From an optimization exercise on the open Yosys and OpenROAD flow, aimed at small area; shortcuts taken in it are not production practice. Function was checked by simulation only, so behaviour that the tests miss may differ from the original. Power is estimated from default activity; no workload was simulated.

$ cat design/flow/run.sh
#!/bin/bash
# synth_recipe.tcl (not shown) runs the flow's synth.tcl, then flattens the netlist and writes it again
# the make line also repeats each setting of config.mk as NAME=value (left out here)
make -C /OpenROAD-flow-scripts/flow DESIGN_CONFIG=/design/flow/config.mk WORK_HOME=/design/flow/orfs CLKGATE_MAP_FILE= SYNTH_SCRIPT=/design/flow/synth_recipe.tcl finish
$ cat design/flow/constraint.sdc
create_clock -name core_clock -period 200.0 [get_ports {CLK}]
set_input_delay 40.0000 -clock core_clock [delete_from_list [all_inputs] [get_ports {CLK}]]
set_output_delay 40.0000 -clock core_clock [all_outputs]
set_load 0.01 [all_outputs]
$ cat design/flow/design.v
module tfg_pwmgen #(
    parameter integer TICK_DIV     = 4,    
    parameter integer BTN_DEBOUNCE = 5,    
    parameter integer BTN_HOLD     = 40    
) (
    input  wire        CLK,
    input  wire        RST,
    input  wire [11:0] BUS_ADDR,
    input  wire [1:0]  BUS_SIZE,
    input  wire        BUS_WE,
    input  wire        BUS_RE,
    input  wire [31:0] BUS_WDATA,
    output reg  [31:0] BUS_RDATA,
    output reg         BUS_ERR,
    input  wire        ENC_A,
    input  wire        ENC_B,
    input  wire        BTN,
    input  wire        SERIAL_FRAME,
    input  wire        TIMEBASE,
    output wire [7:0]  PWM_OUT,
    output wire [7:0]  PWM_OE
);
    localparam [31:0] K = 32'd200000;    
    reg [1:0]  ch_mode  [0:7];
    reg [15:0] ch_freq  [0:7];
    reg [7:0]  ch_duty  [0:7];
    reg [7:0]  ch_phase [0:7];    
    reg [31:0] ch_total [0:7];
    reg [31:0] ch_on    [0:7];
    reg [31:0] ch_count [0:7];
    reg [7:0]  ch_out;
    reg [7:0]  ch_oe;
    reg        tick_run;
    reg [1:0]  tick_div;
    reg        cmd_err;
    reg [2:0]  q [0:31];
    reg [4:0]  qhead;
    reg [4:0]  qtail;
    reg [2:0]  rot_state;
    reg [1:0]  rot_last;
    reg        btn_last;
    reg        btn_pressed;
    reg [31:0] btn_t0;
    reg [31:0] time_cnt;
    assign PWM_OUT = ch_out;
    assign PWM_OE  = ch_oe;
    function signed [26:0] phase_frac;
        input [7:0]  p;
        input [17:0] t;
        reg signed [26:0] prod;
        begin
            prod = $signed(p) * $signed({1'b0, t});
            phase_frac = prod / 27'sd100;
        end
    endfunction
    wire [31:0] time_n = TIMEBASE ? time_cnt + 32'd1 : time_cnt;
    localparam [2:0] R_START = 3'd0, R_CW_FINAL = 3'd1, R_CW_BEGIN = 3'd2,
                     R_CW_NEXT = 3'd3, R_CCW_BEGIN = 3'd4, R_CCW_FINAL = 3'd5,
                     R_CCW_NEXT = 3'd6;
    wire [1:0] rot_p    = {ENC_A, ENC_B};
    wire       rot_edge = (rot_p != rot_last);
    reg  [2:0] rot_next;
    reg        rot_cw, rot_ccw;
    always @* begin
        rot_next = R_START;
        rot_cw   = 1'b0;
        rot_ccw  = 1'b0;
        case (rot_state)
            R_START:     case (rot_p)
                             2'd0: rot_next = R_START;
                             2'd1: rot_next = R_CCW_BEGIN;
                             2'd2: rot_next = R_CW_BEGIN;
                             2'd3: rot_next = R_START;
                         endcase
            R_CW_FINAL:  case (rot_p)
                             2'd0: begin rot_next = R_START; rot_cw = 1'b1; end
                             2'd1: rot_next = R_CW_FINAL;
                             2'd2: rot_next = R_START;
                             2'd3: rot_next = R_CW_NEXT;
                         endcase
            R_CW_BEGIN:  case (rot_p)
                             2'd0: rot_next = R_START;
                             2'd1: rot_next = R_START;
                             2'd2: rot_next = R_CW_BEGIN;
                             2'd3: rot_next = R_CW_NEXT;
                         endcase
            R_CW_NEXT:   case (rot_p)
                             2'd0: rot_next = R_START;
                             2'd1: rot_next = R_CW_FINAL;
                             2'd2: rot_next = R_CW_BEGIN;
                             2'd3: rot_next = R_CW_NEXT;
                         endcase
            R_CCW_BEGIN: case (rot_p)
                             2'd0: rot_next = R_START;
                             2'd1: rot_next = R_CCW_BEGIN;
                             2'd2: rot_next = R_START;
                             2'd3: rot_next = R_CCW_NEXT;
                         endcase
            R_CCW_FINAL: case (rot_p)
                             2'd0: begin rot_next = R_START; rot_ccw = 1'b1; end
                             2'd1: rot_next = R_START;
                             2'd2: rot_next = R_CCW_FINAL;
                             2'd3: rot_next = R_CCW_NEXT;
                         endcase
            R_CCW_NEXT:  case (rot_p)
                             2'd0: rot_next = R_START;
                             2'd1: rot_next = R_CCW_BEGIN;
                             2'd2: rot_next = R_CCW_FINAL;
                             2'd3: rot_next = R_CCW_NEXT;
                         endcase
            default:     rot_next = R_START;
        endcase
    end
    wire       rot_push = rot_edge && (rot_cw || rot_ccw);
    wire [2:0] rot_code = rot_cw ? 3'd2 : 3'd1;
    wire        btn_edge    = (BTN != btn_last);
    wire [31:0] btn_elapsed = time_n - btn_t0;
    wire        btn_accept  = btn_edge && BTN && (btn_elapsed >= BTN_DEBOUNCE);
    wire        btn_release = btn_edge && !BTN && btn_pressed;
    wire        btn_push    = btn_release;
    wire [2:0]  btn_code    = (btn_elapsed >= BTN_HOLD) ? 3'd4 : 3'd3;
    reg [2:0] q_n [0:31];
    reg [4:0] qhead_n;
    integer   k, kr;
    always @* begin
        for (k = 0; k < 32; k = k + 1)
            q_n[k] = q[k];
        qhead_n = qhead;
        if (rot_push && (qhead_n + 5'd1 != qtail)) begin
            q_n[qhead_n] = rot_code;
            qhead_n      = qhead_n + 5'd1;
        end
        if (btn_push && (qhead_n + 5'd1 != qtail)) begin
            q_n[qhead_n] = btn_code;
            qhead_n      = qhead_n + 5'd1;
        end
        if (SERIAL_FRAME && (qhead_n + 5'd1 != qtail)) begin
            q_n[qhead_n] = 3'd5;
            qhead_n      = qhead_n + 5'd1;
        end
    end
    wire tick = tick_run && (tick_div == TICK_DIV[1:0] - 2'd1);
    reg [31:0] cnt_t [0:7];    
    reg [7:0]  out_t;          
    integer    i, j, ir;
    always @* begin
        for (i = 0; i < 8; i = i + 1) begin
            cnt_t[i] = ch_count[i];
            out_t[i] = ch_out[i];
            if (tick) begin
                case (ch_mode[i])
                    2'd0: out_t[i] = 1'b0;
                    2'd2: out_t[i] = 1'b1;
                    2'd1: begin
                        if (ch_count[i] >= ch_total[i]) begin
                            cnt_t[i] = 32'd0;
                            if (ch_on[i] != 32'd0)
                                out_t[i] = 1'b1;
                        end else if (ch_count[i] == ch_on[i]) begin
                            out_t[i] = 1'b0;
                        end
                        cnt_t[i] = cnt_t[i] + 32'd1;
                    end
                    default: ;
                endcase
            end
        end
    end
    wire acc       = BUS_WE || BUS_RE;
    wire acc_legal = (BUS_SIZE == 2'd2) && (BUS_ADDR[1:0] == 2'b00);
    wire wr        = BUS_WE && acc_legal;
    wire rd        = !BUS_WE && BUS_RE && acc_legal;
    wire       cmd_wr = wr && (BUS_ADDR == 12'h000);
    wire [3:0] op     = BUS_WDATA[31:28];
    wire [2:0] cch    = BUS_WDATA[27:25];
    wire do_setcfg = cmd_wr && (op == 4'h1);
    wire do_setph  = cmd_wr && (op == 4'h2);
    wire do_setmod = cmd_wr && (op == 4'h3);
    wire do_sync   = cmd_wr && (op == 4'h4);
    wire do_tstop  = cmd_wr && (op == 4'h5);
    wire do_tstart = cmd_wr && (op == 4'h6);
    wire do_clrerr = cmd_wr && (op == 4'h7);
    wire do_rsvd   = cmd_wr && op[3];
    wire pop_rd    = rd && (BUS_ADDR == 12'h008);
    wire q_empty_n = (qhead_n == qtail);
    wire [15:0] f_in   = BUS_WDATA[23:8];
    wire [7:0]  d_in   = BUS_WDATA[7:0];
    wire [15:0] cfg_f  = (f_in > 16'd4000) ? 16'd4000 : f_in;
    wire [7:0]  cfg_d  = (d_in > 8'd100) ? 8'd100 : d_in;
    wire [17:0] cfg_t  = 18'd200000 / ((cfg_f == 16'd0) ? 12'd1 : cfg_f[11:0]);
    wire [24:0] cfg_td = cfg_t * cfg_d[6:0];
    wire [17:0] cfg_on = cfg_td / 25'd100;
    wire signed [7:0]  p_in   = BUS_WDATA[7:0];
    wire signed [7:0]  ph_p   = (p_in > 8'sd99) ? 8'sd99 :
                                (p_in < -8'sd99) ? -8'sd99 : p_in;
    wire [17:0]        ph_t   = ch_total[cch][17:0];
    wire [31:0]        ph_c   = cnt_t[cch];
    wire signed [26:0] ph_new = phase_frac(ph_p, ph_t);
    wire signed [26:0] ph_old = phase_frac(ch_phase[cch], ph_t);
    wire signed [21:0] ph_v   = $signed({3'd0, ph_c[18:0]}) + ph_new[21:0] - ph_old[21:0];
    wire signed [21:0] ph_t_s = $signed({4'd0, ph_t});
    wire signed [21:0] ph_rem = ph_v % ph_t_s;
    wire signed [21:0] ph_mod = (ph_rem < 0) ? ph_rem + ph_t_s : ph_rem;
    wire [31:0]        ph_cnt = ((ph_v < 0) || (ph_v > ph_t_s)) ? {14'd0, ph_mod[17:0]}
                                                                 : {10'd0, ph_v};
    reg [31:0] sync_off [0:7];
    reg signed [26:0] sync_s;
    always @* begin
        for (j = 0; j < 8; j = j + 1) begin
            sync_s = phase_frac(ch_phase[j], ch_total[j][17:0]);
            sync_off[j] = (sync_s < 0) ? {{5{sync_s[26]}}, sync_s} + ch_total[j]
                                       : {5'd0, sync_s};
        end
    end
    wire [4:0] evq_count = qhead_n - qtail;
    wire [2:0] chsel     = BUS_ADDR[7:5];
    reg  [31:0] rdata;
    always @* begin
        rdata = 32'd0;
        if (BUS_ADDR[11:8] == 4'h1) begin
            case (BUS_ADDR[4:2])
                3'd0: rdata = {30'd0, ch_mode[chsel]};
                3'd1: rdata = {16'd0, ch_freq[chsel]};
                3'd2: rdata = {24'd0, ch_duty[chsel]};
                3'd3: rdata = {{24{ch_phase[chsel][7]}}, ch_phase[chsel]};
                3'd4: rdata = ch_total[chsel];
                3'd5: rdata = ch_on[chsel];
                3'd6: rdata = cnt_t[chsel];
                3'd7: rdata = {30'd0, ch_oe[chsel], out_t[chsel]};
            endcase
        end else if (BUS_ADDR[11:8] == 4'h0) begin
            case (BUS_ADDR[7:0])
                8'h04: rdata = {23'd0, evq_count, cmd_err,
                                (qhead_n + 5'd1 == qtail), q_empty_n, tick_run};
                8'h08: rdata = q_empty_n ? 32'd0 : {1'b1, 28'd0, q_n[qtail]};
                8'h0C: rdata = time_n;
                8'h10: rdata = {22'd0, btn_pressed, btn_last, 2'd0, rot_last,
                                1'b0, rot_state};
                8'h14: rdata = btn_t0;
                default: rdata = 32'd0;
            endcase
        end
    end
    always @(posedge CLK) begin
        if (RST) begin
            for (ir = 0; ir < 8; ir = ir + 1) begin
                ch_mode[ir]  <= 2'd0;
                ch_freq[ir]  <= 16'd0;
                ch_duty[ir]  <= 8'd0;
                ch_phase[ir] <= 8'd0;
                ch_total[ir] <= K;
                ch_on[ir]    <= 32'd0;
                ch_count[ir] <= 32'd0;
            end
            ch_out      <= 8'd0;
            ch_oe       <= 8'd0;
            tick_run    <= 1'b1;
            tick_div    <= 2'd0;
            cmd_err     <= 1'b0;
            for (kr = 0; kr < 32; kr = kr + 1)
                q[kr] <= 3'd0;
            qhead       <= 5'd0;
            qtail       <= 5'd0;
            rot_state   <= R_START;
            rot_last    <= 2'b00;
            btn_last    <= 1'b0;
            btn_pressed <= 1'b0;
            btn_t0      <= 32'd0;
            time_cnt    <= 32'd0;
            BUS_RDATA   <= 32'd0;
            BUS_ERR     <= 1'b0;
        end else begin
            time_cnt <= time_n;
            if (rot_edge) begin
                rot_last  <= rot_p;
                rot_state <= rot_next;
            end
            if (btn_edge)
                btn_last <= BTN;
            if (btn_accept) begin
                btn_t0      <= time_n;
                btn_pressed <= 1'b1;
            end
            if (btn_release)
                btn_pressed <= 1'b0;
            for (kr = 0; kr < 32; kr = kr + 1)
                q[kr] <= q_n[kr];
            qhead <= qhead_n;
            if (pop_rd && !q_empty_n)
                qtail <= qtail + 5'd1;
            if (do_sync)
                tick_div <= 2'd0;
            else if (tick_run)
                tick_div <= tick ? 2'd0 : tick_div + 2'd1;
            ch_out <= out_t;
            for (ir = 0; ir < 8; ir = ir + 1) begin
                if (do_sync)
                    ch_count[ir] <= sync_off[ir];
                else if (do_setph && cch == ir[2:0])
                    ch_count[ir] <= ph_cnt;
                else
                    ch_count[ir] <= cnt_t[ir];
            end
            if (do_setcfg) begin
                ch_freq[cch]  <= cfg_f;
                ch_duty[cch]  <= cfg_d;
                ch_total[cch] <= {14'd0, cfg_t};
                ch_on[cch]    <= {14'd0, cfg_on};
                ch_oe[cch]    <= 1'b1;
            end
            if (do_setph)
                ch_phase[cch] <= ph_p;
            if (do_setmod)
                ch_mode[cch] <= (BUS_WDATA[1:0] == 2'd3) ? 2'd2 : BUS_WDATA[1:0];
            if (do_tstop)
                tick_run <= 1'b0;
            if (do_tstart || do_sync)
                tick_run <= 1'b1;
            if (do_clrerr)
                cmd_err <= 1'b0;
            if (do_rsvd)
                cmd_err <= 1'b1;
            BUS_ERR   <= acc && !acc_legal;
            BUS_RDATA <= rd ? rdata : 32'd0;
        end
    end
endmodule
$ cat design/flow/config.mk
export PLATFORM = sky130hd
export DESIGN_NAME = tfg_pwmgen
export DESIGN_NICKNAME = tfg_pwmgen
export VERILOG_FILES = /design/flow/design.v
export SDC_FILE = /design/flow/constraint.sdc
export NUM_CORES = 8
export LEC_CHECK = 0
export ABC_AREA = 1
export CAP_MARGIN = 20
export CORE_MARGIN = 2
export CORE_UTILIZATION = 40
export SLEW_MARGIN = 20
==> flow_results.org <==
** Timing
- Slew margin rel. :: about a tenth
- Number of endpoints with negative hold slack in the final report :: 0
- Final number of setup-violating endpoints :: 0
- Highest achievable clock rate :: between 7 and 8 MHz
- Period utilization :: 65.0%
- The number of pins exceeding their max-slew limit in the final report was 0.
- For the final routed database, the setup TNS stands at 0 ns.
- The worst path in the final design needs a cycle of between 100 and 150 ns, including I/O delays and setup.
- Setup repair after global routing missed its margin :: false
- For the pin with the worst max-slew slack, the measured transition is about 1.3 ns.
- Post-Route Skew :: 0.0856 ns

** Hold path
- HP Start :: btn_t0[8]
- Class of the most critical hold timing path :: register to register
- Hold path endpoint :: btn_t0[8]
- Worst hold path stage count :: 2

** Synth
- Post-synthesis cell type with the largest combined area :: sky130_fd_sc_hd__nand2_1
- Of the post-synthesis cell area, the dominant cell type holds about an eighth.
- Averaged over all synthesized cells, the footprint is 6.52 µm².
- The cell count after synthesis came out at about 28k.
- Mapped cell area :: 185,000 µm²
- The Yosys step of the flow raised 6 warnings.
- Top_reg_cell synth :: sky130_fd_sc_hd__edfxtp_1
- Number of synthesized flops with an enable pin :: 560
- Synthesis inferred between 1k and 1.5k register bits.
- Register area share after synthesis :: 14.4%
- Yosys cell types :: 112
- Largest cells by area after synthesis :: sky130_fd_sc_hd__nand2_1 (13%), sky130_fd_sc_hd__fa_1 (12%), sky130_fd_sc_hd__inv_1 (11%), sky130_fd_sc_hd__ha_1 (10%), sky130_fd_sc_hd__edfxtp_1 (9.1%)
- Share of synthesized registers carrying an async set or reset :: 0%

** Setup path
- Worst Path Arrival :: 130.85 ns
- On the worst path, the slowest cell contributes a delay of 1.05 ns.
- Reg2reg start :: ch_total[0][9]
- At the worst endpoint, the required time is 200.78 ns.
- Critical path startpoint category :: input pin
- For this design, the slowest cell found on the critical path is sky130_fd_sc_hd__clkdlybuf4s50_1.
- The most critical setup path has its endpoint at ch_count[7][17].
- The critical path is of the input pin to register type.
- Most frequent CP cell :: sky130_fd_sc_hd__nand2_1
- The critical path crosses 531 cells after its start point.
- Worst Reg-to-Reg Cells :: around 530
- Crit path max-delay family :: compound AO/OA/AOI/OAI gates
- Count of buffer and inverter cells on the critical path :: 73
- The endpoint identified for the worst register-to-register timing path is ch_count[7][17].
- Kind of end point of the critical path :: register
- Setup slack of the worst register-to-register path :: 110.45 ns
- The most critical setup path has its startpoint at BUS_WDATA[26].
- Of all nets on the critical path, the largest fanout is 40.

** Pwr
- Total Power :: between 600 and 700 mW
- In this run, power in the clock network comes to about 0.27 mW.
- Leading power group :: combinational logic
- Maximum VDD drop :: 0.00670 V
- Switching Fraction :: 67.2%
- Combinational logic is responsible for 99.9% of the overall power.
- In this run, flip-flops and latches consume 0% of the power.
- Power Dens Cells :: 3120 nW/µm²
- Flip-flop and latch power :: 0.251 mW
- Combinational cells consume a total of ~620 mW.
- The analysis attributes to net switching a power of roughly 420 mW.
- The analysis attributes to cell leakage a power of 104 nW.
- The internal portion of the total power is around 200 mW.
- Relative contribution of the clock network to total power :: 0%

** CTS
- In this run the post-CTS setup repair buffer count came out at 0.
- After clock tree synthesis, the flow added hold-fix buffers numbering 0.
- Clock-pin slew was measured on the worst setup and hold paths at around 0.060 ns.
- Cell at the root of the clock tree :: sky130_fd_sc_hd__clkbuf_16
- Post-cts repair resize count :: 0
- CTS H-tree lvls :: 4
- Clock tree synthesis found a total of between 1k and 1.5k sinks.
- Later-pin clock latency in the skew report :: 0.91 ns
- Cts bufs inserted :: 139
- TritonCTS clock tree :: built
- No sink is reached through more buffers than the 4 on the longest clock path.

** GRT
- Entering global routing, the biggest net connects ~170 pins.
- The number of global-route vias before repair was approximately 180k.
- For this run the aggregate overflow at the end of global routing stands at 0.
- All-layer global routing usage :: between 30% and 40%
- Initial antenna violation count :: 120
- The first global-routing pass estimated approximately 1,300,000 µm of wire.

** Routing
- Violation count after the first detailed-route iteration :: 19.6k
- Aggregate routed wire length :: a little under 900,000 µm
- Remaining antenna violation count after routing :: 0
- Before antenna repair, the detailed router went through 9 iterations.
- Routed length per placed instance :: 25.7 µm
- For this run, design rule violations remaining after detail routing come to 0.
- Detailed routing inserted a total of ~190k vias.
- After detailed routing, the number of vias per cell comes to 5.56.

** Finish
- Combined flip-flop and latch cell area :: about 27,000 µm²
- The top cell types in the final layout, fill and taps aside, are sky130_fd_sc_hd__nand2_1 (6,528), sky130_fd_sc_hd__inv_1 (5,355), sky130_fd_sc_hd__nor2_1 (2,608).
- Area of combinational cells with multiple inputs :: 134,000 µm²
- Ratio of cells with drive above 1 in the final layout :: between 7 and 8%
- Area overhead of the layout relative to synthesis :: 7.73%
- Net count, final :: 30.9k
- After filler insertion, the fill cell instance count of the layout stands at between 40k and 50k.
- Leaving out fill and tap cells, the most frequent cell in the layout is sky130_fd_sc_hd__nand2_1.

** Placed design
- Hpwl dp :: 710,000 µm
- Port buffering added between 100 and 150 buffers.
- The congestion estimate from routability-driven global placement came to ~1.1.

** Die
- The die is 683 µm wide.
- The die covers between 400,000 and 500,000 µm².
- The floorplan step set the die height to 683 µm.
- For this configuration, the core starts out at a cell density of 40.1%.
- # rows :: about 250
- IO Pins :: 104
- Core Footprint :: roughly 460,000 µm²

** Status
- Run status :: complete, no violations

** Job
- Across the run, the number of max-cap violations was 0.
[state kept, by name, summed over array words and instances, names as in the netlist, 2 cells and up]
name,cells
ch_on,144
time_cnt,32
qtail,5
rot_state,3
ch_mode,16
ch_total,144
rot_last,2
ch_oe,8
ch_out,8
qhead,5
BUS_RDATA,32
btn_t0,32
ch_duty,64
ch_phase,64
tick_div,2
ch_freq,128
ch_count,256
q,96
[layout make-up]
class	count	share of cell area [%]
multi-input combinational	20800	67.2
sequential	1046	13.4
inverter	5654	10.7
tap	6149	3.87
timing repair buffer	596	2.39
clock buffer	183	2.00
clock inverter	69	0.366
antenna	89	0.112
[metrics by stage]
stage               hold WS, ns  worst slack, ns  util, %  instance area (µm²)  std cells
floorplan                 0.447            90.07        -               185000      28400
finish                    0.485            69.92     43.2               199000      34600
global placement          0.468            71.68     42.1               194000      34300
detailed placement        0.480            70.51     42.1               194000      34300
global route              0.521            60.83     43.2               199000      34500
CTS                       0.489            71.07     43.2               199000      34500
[layer usage]
layer  routed length [µm]  vias to the layer above  part of all wire, %  GRT usage [%]
met3                80600                     1863                  9.0           8.43
li1                     -                    90200                    -              -
met2               384000                     8351                   43           57.1
met5                  392                        -                0.044              0
met4                61500                       36                  6.9           22.1
met1               365000                    92100                   41           46.9
[worst min path at each step]
stage | start | end | slack [ns] | cells after the start
after global placement | btn_t0[31] | btn_t0[31] | 0.47 | 2
after floorplan | cmd_err | cmd_err | 0.45 | 2
[cells by family after synthesis]
| logic type | count (synthesis) | share of synthesized area (%) |
|---|---|---|
| and+or+nand+nor | 12800 | 30.3 |
| muxes | 7 | 0.0407 |
| AOI/OAI and AO/OA | 3992 | 12.9 |
| xor gates and xnor gates | 1466 | 6.97 |
| other | 1 | 0.00203 |
| adders and majority gates | 2572 | 21.8 |
| DFF | 1046 | 14.4 |
| buffers and inverters | 6475 | 13.6 |
[power by group through the flow]
stage	registers (mW)	logic, mW	clock network [mW]
3_3_place_gp	0.255	612	0
2_1_floorplan	0.246	654	0
[cell usage after synthesis, drive strengths merged, types with 486 or more instances]
cell type / instances
dfxtp: 486
nor2: 2748
ha: 1492
edfxtp: 560
xor2: 1137
clkbuf: 613
nand2: 7089
fa: 1080
o21ai: 1189
nand3: 1575
inv: 5588
a21oi: 1427

## what the ideal ports hide
No port has a modelled driver above. Below, the same layout with a new extraction and two added sets of constraints. Step 1 sets driving cells, clkbuf_16 on the clock port and buf_2 on the other inputs (assumed; they add their load-dependent delay and slew). Step 2, shift: input delay + t, output delay - t, t = (earliest + latest rising clock arrival at the registers) / 2. This alone moves slack from input paths to output paths. Slacks: ideal / step 1 / step 2; pairs: ideal / step 1.
shift t [ns]: 0.964
setup WS [ns]: 69.923 / 69.997 / 69.033
clock arrival spread, ns: 0.085 / 0.086
pins driven straight from the clock port: 1
After both steps setup and hold are still met in this run. For this run, drivers alone change the setup slack by +0.074 ns; drivers and shift together by -0.890 ns.
